This is an optimization exercise on Yosys and OpenROAD, whose aim is small area, a short achievable clock period and few clock cycles per item, not a production implementation.
At most, simulation tests tie the RTL to the original design; equivalence was not proved.
Function not checked in runs 2 and 3: the RTL went through the layout flow alone.
No activity file was given, so power comes from the tool's default toggle rates.

File: flow/constraint.sdc
create_clock -name core_clock -period 27.0 [get_ports {clk}]
set_input_delay 5.4000 -clock core_clock [delete_from_list [all_inputs] [get_ports {clk}]]
set_output_delay 5.4000 -clock core_clock [all_outputs]
set_load 0.01 [all_outputs]
File: flow/config.mk
export PLATFORM = sky130hd
export DESIGN_NAME = dither_brush_builder
export DESIGN_NICKNAME = dither_brush_builder
export VERILOG_FILES = /design/flow/design.v
export SDC_FILE = /design/flow/constraint.sdc
export NUM_CORES = 4
export LEC_CHECK = 0
export CAP_MARGIN = 20
export CORE_MARGIN = 2
export CORE_UTILIZATION = 55
export CTS_BUF_LIST = sky130_fd_sc_hd__clkbuf_8
export SLEW_MARGIN = 20
File: flow/design.v
module dither_brush_builder (
    input  wire        clk,
    input  wire        rst_n,
    input  wire        cmd_valid,
    output wire        cmd_ready,
    input  wire [63:0] cmd_word,
    input  wire [3:0]  rsel,
    output reg  [31:0] rdata,
    output wire        fb_valid,
    input  wire        fb_ready,
    output wire [31:0] fb_offset,
    output wire [2:0]  fb_bit,
    output wire [3:0]  fb_pixel
);
    function [3:0] bayer(input [1:0] row, input [1:0] col);
        bayer = {col[0] ^ row[0], row[0], col[1] ^ row[1], row[1]};
    endfunction
    function ge_thr(input [3:0] l, input [3:0] b);
        reg g;
        integer i;
        begin
            g = &l & &b;
            for (i = 0; i < 4; i = i + 1)
                g = b[i] ? (l[i] & g) : (l[i] | g);
            ge_thr = g;
        end
    endfunction
    function ge11(input [10:0] a, input [10:0] b);
        reg g;
        integer i;
        begin
            g = 1'b1;
            for (i = 0; i < 11; i = i + 1)
                g = (a[i] & ~b[i]) | ((a[i] | ~b[i]) & g);
            ge11 = g;
        end
    endfunction
    function [31:0] rom(input [3:0] l);
        integer k;
        reg [4:0] kk;
        begin
            for (k = 0; k < 32; k = k + 1) begin
                kk = k;
                rom[k] = ge_thr(l, bayer(kk[4:3], kk[1:0]));
            end
        end
    endfunction
    function [9:0] dstep(input [8:0] r, input [8:0] d);
        reg [9:0] t, df;
        reg bw, dj;
        integer j;
        begin
            t  = {r, 1'b0};
            bw = 1'b0;
            for (j = 0; j < 10; j = j + 1) begin
                dj    = (j < 9) ? d[j] : 1'b0;
                df[j] = t[j] ^ dj ^ bw;
                bw    = (~t[j] & dj) | (~(t[j] ^ dj) & bw);
            end
            dstep = {!bw, bw ? t[8:0] : df[8:0]};
        end
    endfunction
    function [9:0] fstep(input [8:0] r, input [8:0] d);
        reg [9:0] t;
        reg [10:0] bw;      
        reg q;
        integer j;
        begin
            t = {r, 1'b0};
            bw[0] = 1'b0;
            for (j = 0; j < 10; j = j + 1)
                bw[j+1] = (~t[j] & (j < 9 ? d[j] : 1'b0)) |
                          ((~t[j] | (j < 9 ? d[j] : 1'b0)) & bw[j]);
            q = !bw[10];
            for (j = 0; j < 9; j = j + 1)
                fstep[j] = t[j] ^ (q & (d[j] ^ bw[j]));
            fstep[9] = q;
        end
    endfunction
    function [10:0] div2(input [8:0] r, input [8:0] d);
        reg [9:0] s1, s2;
        begin
            s1 = dstep(r, d);
            s2 = fstep(s1[8:0], d);
            div2 = {s1[9], s2[9], s2[8:0]};
        end
    endfunction
    reg        ready_q, fbv_q, exec_q;
    reg        bvalid_q, high_q, pvalid_q, rvalid_q;
    reg [1:0]  ecode_q;           
    reg [2:0]  lastop_q;
    reg [3:0]  la_q, lb_q;
    reg [1:0]  mx_q;
    reg [3:0]  vl_q;
    reg [3:0]  bidx_q, pix_q, rlvl_q;
    reg [22:0] off_q;
    reg [2:0]  bit_q;
    reg [1:0]  ty_q;
    reg [2:0]  v20_q;             
    reg [1:0]  qha_q, qhb_q;
    reg [8:0]  rma_q, rmb_q;
    assign cmd_ready = ready_q;
    assign fb_valid  = fbv_q;
    wire [2:0]  op  = cmd_word[2:0];
    wire [7:0]  cb  = cmd_word[15:8];
    wire [7:0]  cg  = cmd_word[23:16];
    wire [7:0]  cr  = cmd_word[31:24];
    wire [15:0] cx  = cmd_word[47:32];
    wire [15:0] cy  = cmd_word[63:48];
    wire illegal  = op[2] & (op[1] | op[0]);
    wire rsv_nz   = |cmd_word[7:3];
    wire no_brush = (op == 3'd3) & !bvalid_q;
    wire [1:0] ecode = illegal ? 2'd1 : rsv_nz ? 2'd2 : no_brush ? 2'd3 : 2'd0;
    wire ok = !illegal & !rsv_nz & !no_brush;
    wire accept = cmd_valid & ready_q;
    wire is_build = ok & !op[2] & !(op[1] & op[0]);    
    wire is_plot  = ok & !op[2] & (op[1] ^ op[0]);     
    wire is_pix   = ok & !op[2] & (op[1] | op[0]);     
    wire is_romrd = ok & op[2];
    wire gt_rg = !ge11({3'd0, cg}, {3'd0, cr});
    wire gt_rb = !ge11({3'd0, cb}, {3'd0, cr});
    wire gt_gb = !ge11({3'd0, cb}, {3'd0, cg});
    wire sel_r = gt_rg & gt_rb;
    wire sel_b = !sel_r & !(!gt_rg & gt_gb);
    wire [7:0] v = sel_r ? cr : !sel_b ? cg : cb;
    wire [7:0] ca = sel_r ? cg : cr;
    wire [7:0] cc = sel_b ? cg : cb;
    wire       high = cr[7] | cg[7] | cb[7];
    wire [8:0] den = high ? {1'b0, v} + 9'd8 : 9'd128;
    wire [3:0] base = high ? {1'b1, cr[7], cg[7], cb[7]} : {1'b0, cr[6], cg[6], cb[6]};
    wire near = (|cr[7:5]) & (|cg[7:5]) & (|cb[7:5]);
    wire [3:0] nbidx = (!high && base == 4'd0 && near) ? 4'h8 : base;
    function [18:0] off_hi(input [15:0] y, input [8:0] xh);
        reg [18:0] a, b, e, s, cc;
        reg c;
        integer i;
        begin
            a  = {3'b0, y};
            b  = {1'b0, y, 2'b0};
            e  = {10'b0, xh};
            s  = a ^ b ^ e;
            cc = ((a & b) | (a & e) | (b & e)) << 1;
            c  = 1'b0;
            for (i = 0; i < 19; i = i + 1) begin
                off_hi[i] = s[i] ^ cc[i] ^ c;
                c = (s[i] & cc[i]) | (s[i] & c) | (cc[i] & c);
            end
        end
    endfunction
    wire [22:0] noff = {off_hi(cy, cx[15:7]), cx[6:3]};
    wire [5:0] vh1 = {1'b0, high_q, vl_q} + 6'd1;
    wire [8:0] d_q = high_q ? {vh1, v20_q} : 9'd128;
    wire [8:0]  du  = exec_q ? d_q   : den;
    wire [10:0] ua  = div2(exec_q ? rma_q : {1'b0, ca}, du);
    wire [10:0] ub  = div2(exec_q ? rmb_q : {1'b0, cc}, du);
    wire [3:0] nla = {qha_q, ua[10:9]};
    wire [3:0] nlb = {qhb_q, ub[10:9]};
    wire [3:0] ls_q = high_q ? vl_q : 4'd0;
    wire [3:0] lm_q = high_q ? 4'd15 : vl_q;
    wire [3:0] lr = mx_q[1] ? lm_q : la_q;
    wire [3:0] lg = mx_q[1] ? la_q : mx_q[0] ? lb_q : lm_q;
    wire [3:0] lbl = mx_q[0] ? lm_q : lb_q;
    wire [3:0] bn = bayer(ty_q, bit_q[1:0]);
    wire [3:0] tt = (bn == 4'd15) ? 4'd15 : bn + 4'd1;
    reg [9:0] d3;
    reg       c3;
    integer   k3;
    always @(*) begin
        d3[0] = d_q[0];
        c3 = 1'b0;
        for (k3 = 1; k3 < 10; k3 = k3 + 1) begin
            d3[k3] = (k3 < 9 ? d_q[k3] : 1'b0) ^ d_q[k3-1] ^ c3;
            c3 = ((k3 < 9 ? d_q[k3] : 1'b0) & d_q[k3-1]) | (((k3 < 9 ? d_q[k3] : 1'b0) | d_q[k3-1]) & c3);
        end
    end
    wire [10:0] tm = (tt[1:0] == 2'd1) ? {2'b0, d_q} :
                     (tt[1:0] == 2'd2) ? {1'b0, d_q, 1'b0} : {1'b0, d3};
    function fast_ge(input [1:0] qh, input [8:0] rm);
        reg lo;
        begin
            lo = (tt[1:0] == 2'd0) | ge11({rm, 2'b00}, tm);
            fast_ge = (qh > tt[3:2]) | ((qh == tt[3:2]) & lo);
        end
    endfunction
    wire pa = fast_ge(qha_q, rma_q);
    wire pb = fast_ge(qhb_q, rmb_q);
    wire pm = ge_thr(lm_q, bn);
    wire [3:0] plot_pix = {!ge_thr(~ls_q, bn),
                           mx_q[1] ? pm : pa,
                           mx_q[1] ? pa : mx_q[0] ? pb : pm,
                           mx_q[0] ? pm : pb};
    wire [3:0] samp_pix = {!ge_thr(~ls_q, bn), ge_thr(lr, bn), ge_thr(lg, bn), ge_thr(lbl, bn)};
    wire [3:0] pix_new = !lastop_q[1] ? plot_pix : !lastop_q[0] ? bidx_q : samp_pix;
    wire exec_ok = exec_q & (ecode_q == 2'd0);
    wire lvl_en  = exec_ok & !lastop_q[2] & !(lastop_q[1] & lastop_q[0]);
    wire pix_en  = exec_ok & !lastop_q[2] & (lastop_q[1] | lastop_q[0]);
    assign fb_offset = {9'd0, off_q};
    assign fb_bit    = bit_q;
    assign fb_pixel  = exec_q ? pix_new : pix_q;
    always @(posedge clk or negedge rst_n) begin
        if (!rst_n) begin
            ready_q  <= 1'b0;
            fbv_q    <= 1'b0;
            bvalid_q <= 1'b0;
            high_q   <= 1'b0;
            pvalid_q <= 1'b0;
            rvalid_q <= 1'b0;
            ecode_q  <= 2'd0;
            lastop_q <= 3'd0;
        end else if (ready_q) begin
            if (cmd_valid) begin
                ready_q  <= 1'b0;
                fbv_q    <= is_plot;
                lastop_q <= op;
                ecode_q  <= ecode;
                if (is_build) begin
                    bvalid_q <= 1'b1;
                    high_q   <= high;
                end
                if (is_pix)
                    pvalid_q <= 1'b1;
                if (is_romrd)
                    rvalid_q <= 1'b1;
            end
        end else if (fbv_q) begin
            if (fb_ready) begin
                fbv_q   <= 1'b0;
                ready_q <= 1'b1;
            end
        end else begin
            ready_q <= 1'b1;
        end
    end
    always @(posedge clk) begin
        exec_q <= accept;
        v20_q <= v[2:0];
        qha_q <= ua[10:9];
        qhb_q <= ub[10:9];
        rma_q <= ua[8:0];
        rmb_q <= ub[8:0];
        ty_q  <= cy[1:0];
        if (accept && is_build) begin
            vl_q   <= v[6:3];
            mx_q   <= {sel_r, sel_b};
            bidx_q <= nbidx;
        end
        if (accept && is_romrd)
            rlvl_q <= cmd_word[11:8];
        if (ready_q) begin
            off_q <= noff;
            bit_q <= cx[2:0];
        end
        if (lvl_en) begin
            la_q <= nla;
            lb_q <= nlb;
        end
        if (pix_en)
            pix_q <= pix_new;
    end
    wire [31:0] status = {21'd0, rvalid_q, pvalid_q, lastop_q, 1'b0, ecode_q,
                          (ecode_q != 2'd0), high_q, bvalid_q};
    wire [7:0] sel = {8{!rsel[3]}} & (8'd1 << rsel[2:0]);
    always @(*) begin
        rdata = ({32{sel[0]}} & status)
              | ({32{sel[1]}} & rom(lbl))
              | ({32{sel[2]}} & rom(lg))
              | ({32{sel[3]}} & rom(lr))
              | ({32{sel[4]}} & ~rom(~ls_q))
              | ({32{sel[5]}} & {28'd0, bidx_q})
              | ({32{sel[6]}} & {28'd0, pix_q})
              | ({32{sel[7]}} & rom(rlvl_q));
    end
endmodule
File: flow/run.sh
#!/bin/bash
# synth_recipe.tcl (not shown) runs the flow's synth.tcl, then flattens the netlist and writes it again
# the make line also repeats each setting of config.mk as NAME=value (left out here)
make -C /OpenROAD-flow-scripts/flow DESIGN_CONFIG=/design/flow/config.mk WORK_HOME=/design/flow/orfs CLKGATE_MAP_FILE= SYNTH_SCRIPT=/design/flow/synth_recipe.tcl finish
==> impl_metrics.json, run 1 <==
{
  "crit_buf_inv": 6,
  "rsz0062_at_grt": "no",
  "clk_latency_ns": 0.39,
  "grt_pass1_wl_um": 38810,
  "drt_pass1_iterations": 5,
  "dp_hpwl_um": 19590,
  "maxCapViolations": 0,
  "switching_share_pct": 43.31,
  "grt_max_degree": 48,
  "place_inst": 1273,
  "hp-class": "reg -> reg",
  "layoutNonFillerInstCount": 1289,
  "mappedNetlistArea_mm2": 0.008518,
  "initial_core_util_pct": 56.24,
  "maxSlewViolCount": 0,
  "setup_viol": 0,
  "io_pins": 145,
  "seq_area_mm2": 0.002397,
  "port_buffers": 135,
  "crit_start": "cmd_word[20]",
  "antenna_found_initial": 0,
  "p_per_area_mw_per_mm2": 68.82,
  "p_clk_share_pct": 13.3,
  "grt_overflow": 0,
  "ctsLongestPathBuffers": 2,
  "rows": 45,
  "cts-resized-gates": 0,
  "top_usage_layer": "met2",
  "die_w_um": 128.5,
  "fin_hold_ws_ns": 0.4792,
  "first_global_vias": 7445,
  "yosys.area.top_type_share_pct": 18.33,
  "fin_nets": 1237,
  "numCtsBuffers": 9,
  "synth_top_cell_by_area": "edfxtp_1",
  "hold_buffers": 0,
  "grt_util_met3_pct": 4.241,
  "met1_usage_pct": 40.59,
  "critPathKind": "in -> reg",
  "post-place-ws_ns": 12.11,
  "vias": 7809,
  "yosysUniqueCellTypes": 90,
  "coreArea_mm2": 0.01515,
  "critPathMaxFanout": 13,
  "final_core_util_pct": 66.12,
  "power.switching_mw": 0.2985,
  "tns_ns": 0,
  "timing.final.crit_share_pct": 53.71,
  "h-tree-depth": 3,
  "fill_cells": 1329,
  "ir_drop_v": 0.00008319,
  "die-area_mm2": 0.01650,
  "p_comb_share_pct": 56.4,
  "cp_common_cell": "fa_1",
  "async_flop_share_pct": 12.09,
  "end_kind": "register",
  "wl_um": 24110,
  "multi_input_area_mm2": 0.005445,
  "grt_usage_pct": 30.29,
  "gp_congestion": 0.9675,
  "syn2layout_area_growth_pct": 17.57,
  "max_slew_margin_pct": 24.21,
  "final_hold_viol_count": 0,
  "power_frac_seq_pct": 30.3,
  "path_delay_family": "compound AO/OA/AOI/OAI gates",
  "ys_seq_area_share_pct": 28.14,
  "drive_above_1_share_pct": 5.359,
  "mostFrequentLayoutCell": "clkdlybuf4s50_1",
  "synthCells": 997,
  "cpMaxStageDelayCell": "clkdlybuf4s50_1",
  "r2r_start": "exec_q",
  "synth_edf_count": 52,
  "syn_area_per_cell_um2": 8.544,
  "chipHeight_um": 128.5,
  "wl_per_cell_um": 18.71,
  "cts_root_buf": "clkbuf_8",
  "crit_required_ns": 27.26,
  "n_antenna_cell": 0,
  "fin_ws_ns": 12.50,
  "tightest_slew_ns": 1.137,
  "hold_path.startpoint": "qha_q[1]",
  "synthTopCellsByArea": "edfxtp_1 18%, fa_1 11%, dfxtp_1 6.6%, nand2_1 4.5%, nor2_1 4.4%",
  "synth_ff_type": "edfxtp_1",
  "use_met2_pct": 48.59,
  "skew_ns": 0.009431,
  "slowest_delay_ns": 0.60,
  "status": "no timing/DRC/antenna violations",
  "ant_nets": 0,
  "cts_setup_buffers": 0,
  "layout_common_cells": "135 x clkdlybuf4s50_1, 101 x nand2_1, 99 x nor2_1",
  "post_drt_via_cell_ratio": 6.058,
  "max_freq_mhz": 68.96,
  "ys_seq_elements": 91,
  "cp-start-kind": "input port",
  "p_int_mw": 0.3907,
  "cts.clk_slew.worst_paths_ns": 0.10,
  "drtIter0Drc": 635,
  "min_period_ns": 14.50,
  "drcViolationCount": 0,
  "crit_arrival_ns": 14.76,
  "cts.sinks": 91,
  "ys_warn_count": 1,
  "tritoncts": "done",
  "p_leak_nw": 4.000
}
power by group through the flow:
stage	Sequential (mW)	Combinational (mW)	Clock (mW)
2_1_floorplan	0.205	0.288	0
3_3_place_gp	0.210	0.380	0
3_5_place_dp	0.211	0.386	0
4_1_cts	0.208	0.388	0.0930
5_1_grt	0.211	0.433	0.0992
6_report	0.209	0.389	0.0913
sequential cells by signal, indices dropped and copies added (netlist names):
signal,cells
lastop_q,3
rvalid_q,1
ready_q,1
rma_q,9
rmb_q,9
rlvl_q,4
lb_q,4
ecode_q,2
pix_q,4
fbv_q,1
off_q,23
vl_q,4
bidx_q,4
bit_q,3
qha_q,2
bvalid_q,1
qhb_q,2
ty_q,2
exec_q,1
la_q,4
high_q,1
v20_q,3
mx_q,2
pvalid_q,1
final cells by class:
type | count | share of cell area, %
Clock inverter | 7 | 0.6247
Clock buffer | 9 | 1.237
Tap cell | 188 | 2.349
Timing Repair Buffer | 142 | 14.02
Sequential cell | 91 | 23.94
Inverter | 91 | 3.461
Multi-Input combinational cell | 761 | 54.37
layer usage:
metal / vias up / part of all wire (%) / wire, µm
met4: 0 / 4.6 / 1106
met5: - / 0 / 0
li1: 3724 / - / -
met2: 352 / 45 / 10960
met1: 3677 / 43 / 10450
met3: 56 / 6.6 / 1595
path summary, 6_finish.rpt:
path,slack (ns),endpoint,cells after the start
setup / recovery,12.50,rma_q[1],32
hold / removal,0.48,la_q[3],0
max in group asynchronous,21.30,high_q,1
min in group asynchronous,5.35,fbv_q,1
setup reg to reg,18.54,rmb_q[1],29
hold reg to reg,0.48,la_q[3],0
cells in the mapped netlist, types with 4 or more instances:
library cell and n:
a211oi_1 11, a21boi_0 5, a21o_1 14, a21oi_1 67, a221oi_1 12, a22oi_1 6
a31oi_1 11, and2_1 14, and3_1 5, buf_4 20, buf_6 5, clkbuf_1 32
dfrtp_1 11, dfxtp_1 28, edfxtp_1 52, fa_1 45, ha_1 24, inv_1 87
maj3_1 17, mux2_2 11, mux2i_1 25, nand2_1 101, nand2b_1 19, nand3_1 19
nor2_1 99, nor2b_1 10, nor3_1 16, nor4_1 5, o211ai_1 9, o21a_1 4
o21ai_0 68, o21ai_1 4, o221ai_1 8, o22ai_1 9, o311ai_0 4, o31ai_1 8
or2_2 7, or3_1 4, xnor2_1 19, xor2_1 7
through the flow:
stage,area [µm²],power [mW]
6_report,10010,0.6892
2_1_floorplan,8548,0.4929
3_3_place_gp,9828,0.5909
5_1_grt,10010,0.7431
4_1_cts,10010,0.6884
3_5_place_dp,9828,0.5970
logic make-up (layout without fill, tap and decap cells):
family                   count (synthesis)  in the layout  synth area share, %
AND/OR/NAND/NOR                        320            320                17.58
AO/OA/AOI/OAI                          281            281                22.31
buffers and inverters                  153            249                8.358
flip-flops                              91             91                28.14
adder cells (fa/ha/maj)                 89             89                16.50
multiplexers                            36             36                4.392
XOR/XNOR                                26             26                2.673
other                                    1              9              0.04402
worst reg2reg max path: cells and delay by family (launching register included):
family	cells	cell delay, ns
adders and majority gates	10	3.08
and+or+nand+nor	5	1.30
AOI/OAI and AO/OA	6	1.81
DFF	1	0.32
buffers and inverters	8	1.85
Testbench counts, summed over its fixed seeds: cycles 24,016, items 12,000.
==> inputs of run 2 (changes only) <==
--- a/flow/design.v
+++ b/flow/design.v
@@ -96,7 +96,7 @@
     reg [22:0] off_q;
     reg [2:0]  bit_q;
     reg [1:0]  ty_q;
-    reg [2:0]  v20_q;             
+    reg [8:0]  d_q;
     reg [1:0]  qha_q, qhb_q;
     reg [8:0]  rma_q, rmb_q;
     assign cmd_ready = ready_q;
@@ -148,8 +148,6 @@
         end
     endfunction
     wire [22:0] noff = {off_hi(cy, cx[15:7]), cx[6:3]};
-    wire [5:0] vh1 = {1'b0, high_q, vl_q} + 6'd1;
-    wire [8:0] d_q = high_q ? {vh1, v20_q} : 9'd128;
     wire [8:0]  du  = exec_q ? d_q   : den;
     wire [10:0] ua  = div2(exec_q ? rma_q : {1'b0, ca}, du);
     wire [10:0] ub  = div2(exec_q ? rmb_q : {1'b0, cc}, du);
@@ -233,7 +231,7 @@
     end
     always @(posedge clk) begin
         exec_q <= accept;
-        v20_q <= v[2:0];
+        d_q   <= den;
         qha_q <= ua[10:9];
         qhb_q <= ub[10:9];
         rma_q <= ua[8:0];
@@ -259,15 +257,15 @@
     end
     wire [31:0] status = {21'd0, rvalid_q, pvalid_q, lastop_q, 1'b0, ecode_q,
                           (ecode_q != 2'd0), high_q, bvalid_q};
-    wire [7:0] sel = {8{!rsel[3]}} & (8'd1 << rsel[2:0]);
-    always @(*) begin
-        rdata = ({32{sel[0]}} & status)
-              | ({32{sel[1]}} & rom(lbl))
-              | ({32{sel[2]}} & rom(lg))
-              | ({32{sel[3]}} & rom(lr))
-              | ({32{sel[4]}} & ~rom(~ls_q))
-              | ({32{sel[5]}} & {28'd0, bidx_q})
-              | ({32{sel[6]}} & {28'd0, pix_q})
-              | ({32{sel[7]}} & rom(rlvl_q));
-    end
+    wire [31:0] w0 = status;
+    wire [31:0] w1 = rom(lbl);
+    wire [31:0] w2 = rom(lg);
+    wire [31:0] w3 = rom(lr);
+    wire [31:0] w4 = ~rom(~ls_q);
+    wire [31:0] w5 = {28'd0, bidx_q};
+    wire [31:0] w6 = {28'd0, pix_q};
+    wire [31:0] w7 = rom(rlvl_q);
+    wire [31:0] lo4 = rsel[1] ? (rsel[0] ? w3 : w2) : (rsel[0] ? w1 : w0);
+    wire [31:0] hi4 = rsel[1] ? (rsel[0] ? w7 : w6) : (rsel[0] ? w5 : w4);
+    always @(*) rdata = rsel[3] ? 32'd0 : rsel[2] ? hi4 : lo4;
 endmodule
==> flow/flow/run.sh (new file) <==
#!/bin/bash
# Standard ORFS layout (the standard.sh, unchanged synthesis), with the
# port buffers inserted as buf_1 cells instead of the default delay buffers
# and timing repair aimed at a setup margin.
set -euo pipefail
bash standard.sh \
    "BUFFER_PORTS_ARGS=-buffer_cell sky130_fd_sc_hd__buf_1" \
    SETUP_SLACK_MARGIN=14 \
    finish > standard_flow.log 2>&1
==> flow/standard.sh (new file) <==
#!/bin/bash
# synth_recipe.tcl (not shown) runs the flow's synth.tcl, then flattens the netlist and writes it again
# the make line also repeats each setting of config.mk as NAME=value (left out here)
make -C /OpenROAD-flow-scripts/flow DESIGN_CONFIG=/design/flow/config.mk WORK_HOME=/design/flow/orfs CLKGATE_MAP_FILE= SYNTH_SCRIPT=/design/flow/synth_recipe.tcl "${@:-finish}"
--- a/flow/config.mk
+++ b/flow/config.mk
@@ -8,5 +8,4 @@
 export CAP_MARGIN = 20
 export CORE_MARGIN = 2
 export CORE_UTILIZATION = 55
-export CTS_BUF_LIST = sky130_fd_sc_hd__clkbuf_8
 export SLEW_MARGIN = 20
removed: flow/run.sh
==> run 2 against run 1 <==
- flip-flop and latch count grew 6
- critical path depth decreased by 22
- total power up 26%
- area after synthesis up 3.5%
- global-route usage grew 1.7 points
- sequential share of layout area increased by 0.74 points
- non-clock buffer count up 23
==> impl_metrics.json, run 2 <==
{
  "mappedNetlistArea_mm2": 0.008812,
  "post_drt_via_cell_ratio": 6.001,
  "vias": 8330,
  "cpMaxStageDelayCell": "inv_1",
  "synthTopCellsByArea": "edfxtp_1 18%, fa_1 10%, dfxtp_1 7.7%, a21oi_1 4.9%, nand2_1 4.4%",
  "synth_common_cells": "104 x nand2_1, 91 x inv_1, 90 x nor2_1",
  "ys_seq_area_share_pct": 28.57,
  "drive_above_1_share_pct": 13.74,
  "synth_top_cell_by_area": "edfxtp_1",
  "tightest_slew_ns": 1.047,
  "timing.final.crit_share_pct": 47.59,
  "cp_common_cell": "buf_1",
  "tns_ns": 0,
  "chipHeight_um": 130.6,
  "wl_um": 27210,
  "h-tree-depth": 3,
  "path_cells": "buf_1 -> buf_4 -> inv_1 -> and2_1 -> a31oi_1 -> o21ai_0 -> o211ai_1 -> o21bai_1 -> a21oi_1 -> buf_1",
  "placed_cell_area_mm2": 0.009358,
  "tritoncts": "done",
  "final_hold_viol_count": 0,
  "min_period_ns": 12.85,
  "end_kind": "primary output",
  "multi_input_area_mm2": 0.005926,
  "synthCells": 1049,
  "seq_area_mm2": 0.002517,
  "io_pins": 145,
  "grt_pass1_wl_um": 41750,
  "numCtsBuffers": 9,
  "drt_pass1_iterations": 5,
  "port_buffers": 135,
  "top_register": "off_q",
  "rows": 46,
  "max_slew_margin_pct": 29.96,
  "antenna_found_initial": 0,
  "ir_drop_v": 0.00007309,
  "synth.most_common_cell": "nand2_1",
  "yosysUniqueCellTypes": 89,
  "hp-class": "reg -> reg",
  "crit_buf_inv": 4,
  "die_w_um": 130.6,
  "mostFrequentLayoutCell": "buf_1",
  "max_freq_mhz": 77.83,
  "critPathMaxFanout": 32,
  "largest_register_ffs": 23,
  "ys_seq_elements": 97,
  "cts_root_buf": "clkbuf_16",
  "maxCapViolations": 0,
  "drcViolationCount": 0,
  "cts.clk_slew.worst_paths_ns": 0.06,
  "clk_latency_ns": 0.37,
  "status": "no timing/DRC/antenna violations",
  "gp_congestion": 1.034,
  "yosys.area.top_type_share_pct": 17.72,
  "cts.sinks": 97,
  "skew_ns": 0.01694,
  "rsz0062_at_grt": "yes",
  "synth_ff_type": "edfxtp_1",
  "path_delay_family": "compound AO/OA/AOI/OAI gates",
  "ant_nets": 0,
  "grt_overflow": 0,
  "drtIter0Drc": 698,
  "setup_viol": 0,
  "fill_cells": 1421,
  "maxSlewViolCount": 0,
  "ys_warn_count": 1,
  "layout_common_cells": "119 x buf_1, 100 x nand2_1, 88 x inv_1",
  "grt_usage_pct": 32.01,
  "dp_hpwl_um": 21170,
  "crit_arrival_ns": 7.45,
  "syn_area_per_cell_um2": 8.401,
  "stdcell_area_mm2": 0.01020,
  "coreArea_mm2": 0.01577,
  "async_flop_share_pct": 11.34,
  "ctsLongestPathBuffers": 2,
  "first_global_vias": 7646,
  "slowest_delay_ns": 0.40,
  "wl_per_cell_um": 19.60,
  "die-area_mm2": 0.01705,
  "cp-start-kind": "input port",
  "n_antenna_cell": 0,
  "rrSetupSlack_ns": 18.90,
  "syn2layout_area_growth_pct": 15.76,
  "initial_core_util_pct": 55.88,
  "synth_edf_count": 52,
  "p_leak_nw": 4.088,
  "crit_required_ns": 21.60,
  "grt_max_degree": 46,
  "fin_nets": 1307,
  "p_per_area_mw_per_mm2": 85.01,
  "critPathKind": "in -> out"
}
-- run 2: cell count changes after synthesis, sizes merged, moves of 7 or more --
cell,delta
a221oi,-9
a211oi,+8
nor2b,+7
a21oi,+20
nor3,+9
nor2,-10
a21o,+7
nand3,+7
-- run 2: kinds of logic (layout without fill, tap and decap cells) --
kind of cell             count (synthesis)  count (layout)  share of synthesized area, %
other                                    1               9                       0.04255
buffers and inverters                  164             279                         7.937
AO/OA/AOI/OAI                          312             312                         23.34
XOR/XNOR                                24              24                         2.385
adder cells (fa/ha/maj)                 94              94                         16.61
multiplexers                            31              31                         3.791
AND/OR/NAND/NOR                        326             326                         17.32
flip-flops                              97              97                         28.57
-- run 2: worst paths after layout --
path / depth (start not counted) / from / end
setup / recovery: 10 / rsel[0] / rdata[3]
hold / removal: 0 / qhb_q[0] / lb_q[2]
setup reg to reg: 28 / exec_q / rmb_q[1]
hold reg to reg: 0 / qhb_q[0] / lb_q[2]
max in group asynchronous: 1 / rst_n / high_q
min in group asynchronous: 1 / rst_n / pvalid_q
-- run 2: cell type report --
type                            instances  area share [%]
Tap cell                              216           2.649
Timing Repair Buffer                  165           7.470
Clock buffer                           11           2.490
Multi-Input combinational cell        796           58.09
Inverter                               98           3.790
Clock inverter                          5          0.8341
Sequential cell                        97           24.68
-- run 2: routing by layer --
| layer | up-vias | wire length [µm] | track usage, % |
|---|---|---|---|
| li1 | 3948 | - | - |
| met1 | 3919 | 11550 | 43.90 |
| met2 | 410 | 12970 | 52.85 |
| met3 | 53 | 2043 | 5.334 |
| met4 | 0 | 638 | 8.761 |
| met5 | - | 0 | 0 |
-- run 2: power by group --
part           leakage (nW)  switching, mW  internal [mW]  total, mW
clock network         0.161         0.0594         0.0874      0.147
logic                  3.01          0.284          0.211      0.495
registers             0.918         0.0279          0.197      0.225
-- run 2: through the flow --
stage	setup slack [ns]	power, mW	hold WS [ns]	util, %	cells
floorplan	14.22	0.5426	0.4082	-	1057
global placement	12.18	0.6507	0.4230	59.34	1351
finish	14.15	0.8672	0.4385	64.69	1388
global route	13.92	0.9240	0.4594	64.69	1388
detailed placement	12.22	0.6560	0.4230	59.34	1351
CTS	14.02	0.8295	0.4387	62.95	1377
-- run 2: what timing repair did --
action,in CTS,in global routing
pin swaps,8,14
endpoints found under the setup margin,22,22
gates resized for setup,46,49
setup buffers,10,11
hold buffers,0,0
==> inputs of run 3 (changes only) <==
--- a/flow/flow/run.sh
+++ b/flow/flow/run.sh
@@ -5,5 +5,5 @@
 set -euo pipefail
 bash standard.sh \
     "BUFFER_PORTS_ARGS=-buffer_cell sky130_fd_sc_hd__buf_1" \
-    SETUP_SLACK_MARGIN=14 \
+    SETUP_SLACK_MARGIN=14.6 \
     finish > standard_flow.log 2>&1
==> run 3 against run 2 <==
- utilization rose by 4.0 points
- cell area up 6.2%
- routed wire length up 4.1%
- maximum frequency is 4.3% higher
- combinational power rose by 11%
- sequential power increased by 2%
- worst hold slack better by 0.0062 ns
- final cell count grew 2.7%
- die area is the same
- area after synthesis stayed put
- first-iteration DRC count is 49% higher
- largest cell class unchanged
==> impl_metrics.json, run 3 <==
{
  "synth_common_cells": "104 x nand2_1, 91 x inv_1, 90 x nor2_1",
  "die_w_um": 130.6,
  "wl_um": 28330,
  "largest_register_ffs": 23,
  "synth_ff_type": "edfxtp_1",
  "synth-xor-area-share_pct": 2.385,
  "status": "no timing/DRC/antenna violations",
  "power_frac_seq_pct": 25.4,
  "initial_core_util_pct": 55.88,
  "met1_length_um": 12290,
  "grt_overflow": 0,
  "drt_pass1_iterations": 6,
  "hp-class": "reg -> reg",
  "switching_share_pct": 43.34,
  "synth_compound_area_share_pct": 23.34,
  "dr_wl_met3_um": 2449,
  "maxSlewViolCount": 0,
  "end_kind": "primary output",
  "async_flop_share_pct": 11.34,
  "final_hold_viol_count": 0,
  "top_layer": "met4",
  "ir_drop_v": 0.0001031,
  "dp_hpwl_um": 20900,
  "fin_nets": 1344,
  "cts.clk_slew.worst_paths_ns": 0.08,
  "syn2layout_area_growth_pct": 22.97,
  "fin_hold_ws_ns": 0.4447,
  "ys_seq_elements": 97,
  "min_period_ns": 12.32,
  "chipHeight_um": 130.6,
  "cts.sinks": 97,
  "numCtsBuffers": 9,
  "synthTopCellsByArea": "edfxtp_1 18%, fa_1 10%, dfxtp_1 7.7%, a21oi_1 4.9%, nand2_1 4.4%",
  "n_antenna_cell": 0,
  "cp-start-kind": "input port",
  "wl_per_cell_um": 19.88,
  "ctsLongestPathBuffers": 2,
  "max_freq_mhz": 81.19,
  "ys_seq_area_share_pct": 28.57,
  "skew_ns": 0.01280,
  "post-place-ws_ns": 13.32,
  "slowest_delay_ns": 0.39,
  "synth_top_cell_by_area": "edfxtp_1",
  "first_global_vias": 7735,
  "grt_pass1_wl_um": 42390,
  "mostFrequentLayoutCell": "buf_1",
  "die-area_mm2": 0.01705,
  "synth_edf_count": 52,
  "tritoncts": "done",
  "path_delay_family": "compound AO/OA/AOI/OAI gates",
  "layout_common_cells": "105 x buf_1, 98 x nand2_1, 83 x nor2_1",
  "grt_max_degree": 46,
  "p_clk_share_pct": 14.0,
  "syn_area_per_cell_um2": 8.401,
  "power.switching_mw": 0.3919,
  "timing.final.crit_share_pct": 45.62,
  "synthCells": 1049,
  "p_int_mw": 0.5124,
  "max_slew_margin_pct": 31.60,
  "tns_ns": 0,
  "path_cells": "clkbuf_2 -> buf_12 -> clkinvlp_4 -> nand2_1 -> nor2_1 -> a221o_1 -> o21bai_1 -> a21oi_1 -> clkbuf_2",
  "tightest_slew_ns": 1.026,
  "crit_arrival_ns": 6.92,
  "critPathKind": "in -> out",
  "rsz0062_at_grt": "yes",
  "yosys.area.top_type_share_pct": 17.72,
  "ant_nets": 0,
  "clk_latency_ns": 0.36,
  "critPathMaxFanout": 17,
  "yosysUniqueCellTypes": 89,
  "gp_congestion": 0.9543,
  "port_buffers": 135,
  "grt_usage_pct": 32.43,
  "rows": 46,
  "muxShareOfSynthArea_pct": 3.791,
  "crit_buf_inv": 4,
  "cts_root_buf": "clkbuf_16",
  "setup_viol": 0,
  "io_pins": 145,
  "cp_common_cell": "clkbuf_2",
  "synth-simple-area-share_pct": 17.32,
  "h-tree-depth": 3,
  "p_per_area_mw_per_mm2": 83.45,
  "total_power_mw": 0.9043,
  "drive_above_1_share_pct": 21.51,
  "synthAdderAreaFrac_pct": 16.61,
  "top_register": "off_q",
  "vias": 8635,
  "drtIter0Drc": 1043,
  "post_drt_via_cell_ratio": 6.060,
  "coreArea_mm2": 0.01577,
  "fin_ws_ns": 14.68,
  "p_comb_share_pct": 60.6,
  "rrSetupSlack_ns": 19.37,
  "cpMaxStageDelayCell": "a221o_1",
  "mappedNetlistArea_mm2": 0.008812,
  "met2WireLength_um": 12970,
  "antenna_found_initial": 0,
  "synth.most_common_cell": "nand2_1",
  "crit_required_ns": 21.60,
  "synth_top_family_by_area": "compound AO/OA/AOI/OAI gates",
  "p_leak_nw": 4.358,
  "maxCapViolations": 0,
  "drcViolationCount": 0,
  "ys_warn_count": 1
}
## run 3: cell counts after synthesis
Identical to the previous run, type by type.
## run 3: kinds of logic after synthesis
family                   count (synthesis)
AND/OR/NAND/NOR                        326
AO/OA/AOI/OAI                          312
buffers and inverters                  164
flip-flops                              97
adder cells (fa/ha/maj)                 94
multiplexers                            31
XOR/XNOR                                24
other                                    1
## run 3: stage by stage
step | std cells | cell area, µm² | util [%]
after floorplan | 1057 | 8925 | -
after global placement | 1351 | 9437 | 59.84
after detailed placement | 1351 | 9437 | 59.84
after CTS | 1392 | 10130 | 64.25
after global routing | 1425 | 10840 | 68.72
final | 1425 | 10840 | 68.72
## run 3: area by class of cell
type                    count  area, µm²
clock buffers              10      232.7
flip-flops and latches     97       2517
well taps                 216      270.3
multi-input cells         796       6208
inverters                  98      404.1
fillers                  1367       4933
clock inverters             6      47.55
repair buffers            202       1156
## run 3: worst paths after layout
check / start / to / depth (start not counted)
worst min register to register: qhb_q[1] / lb_q[3] / 0
worst max register to register: exec_q / rmb_q[1] / 27
worst max-delay path: rsel[1] / rdata[0] / 9
worst min-delay path: qhb_q[1] / lb_q[3] / 0
max in group asynchronous: rst_n / high_q / 1
min in group asynchronous: rst_n / fbv_q / 1
## run 3: power by group through the flow
stage,Sequential (mW),Combinational [mW],Clock (mW)
global placement,0.230,0.422,0
global route,0.232,0.596,0.133
detailed placement,0.231,0.425,0
CTS,0.227,0.472,0.126
floorplan,0.218,0.333,0
finish,0.230,0.548,0.126
## run 3: repair_timing
action	CTS	global route
endpoints found under the setup margin	47	45
gates cloned	0	4
hold buffers	0	0
buffers inserted	25	29
pin swaps	17	31
gates resized for setup	70	113
## run 3: worst reg2reg max path, stage by stage (launching register included)
cell and delay [ns]:
dfxtp_1 0.31, buf_4 0.48, clkinv_1 0.91, mux2i_4 0.47, fa_2 0.24, inv_1 0.05
fa_2 0.36, fa_1 0.39, inv_1 0.08, fa_1 0.17, inv_1 0.06, fa_2 0.39
fa_2 0.37, fa_2 0.36, fa_2 0.39, and2_4 0.20, and3_1 0.19, a21oi_2 0.11
nand3_2 0.13, o31ai_4 0.32, a21oi_4 0.13, o311ai_4 0.36, a31oi_4 0.19, a21oi_4 0.22
o311ai_4 0.13, buf_4 0.19, a211o_1 0.28, nand3_1 0.08
## run 3: layer usage
metal | up-vias | global-route usage (%)
met3 | 58 | 6.759
met4 | 0 | 8.636
met2 | 438 | 50.49
met1 | 4117 | 46.35
li1 | 4022 | -
met5 | - | 0

==> port drivers added, routing unchanged <==
No port has a modelled driver above. Below, the same layouts with a new extraction and two added sets of constraints. Step 1, drivers: a clkbuf_16 drives clk and a buf_2 each remaining input, both assumed. Step 2 times the ports against the registers' clock, not the clock port: input delays grow and output delays shrink by t, the midpoint of the rising clock arrivals with the driver on. Slacks: ideal / step 1 / step 2; pairs: ideal / step 1.
run	t (ns)	setup slack, ns	worst setup path at the end	cell pins on the clock port's net
run 1	0.423	12.500 / 12.509 / 12.086	input to register	1
run 2	0.399	14.152 / 14.129 / 13.803	input to register	1
run 3	0.400	14.683 / 14.655 / 14.314	input to register	1
After both steps setup and hold are still met in every run listed. For run 1, which loses most, drivers alone change the setup slack by +0.009 ns; drivers and shift together by -0.414 ns.
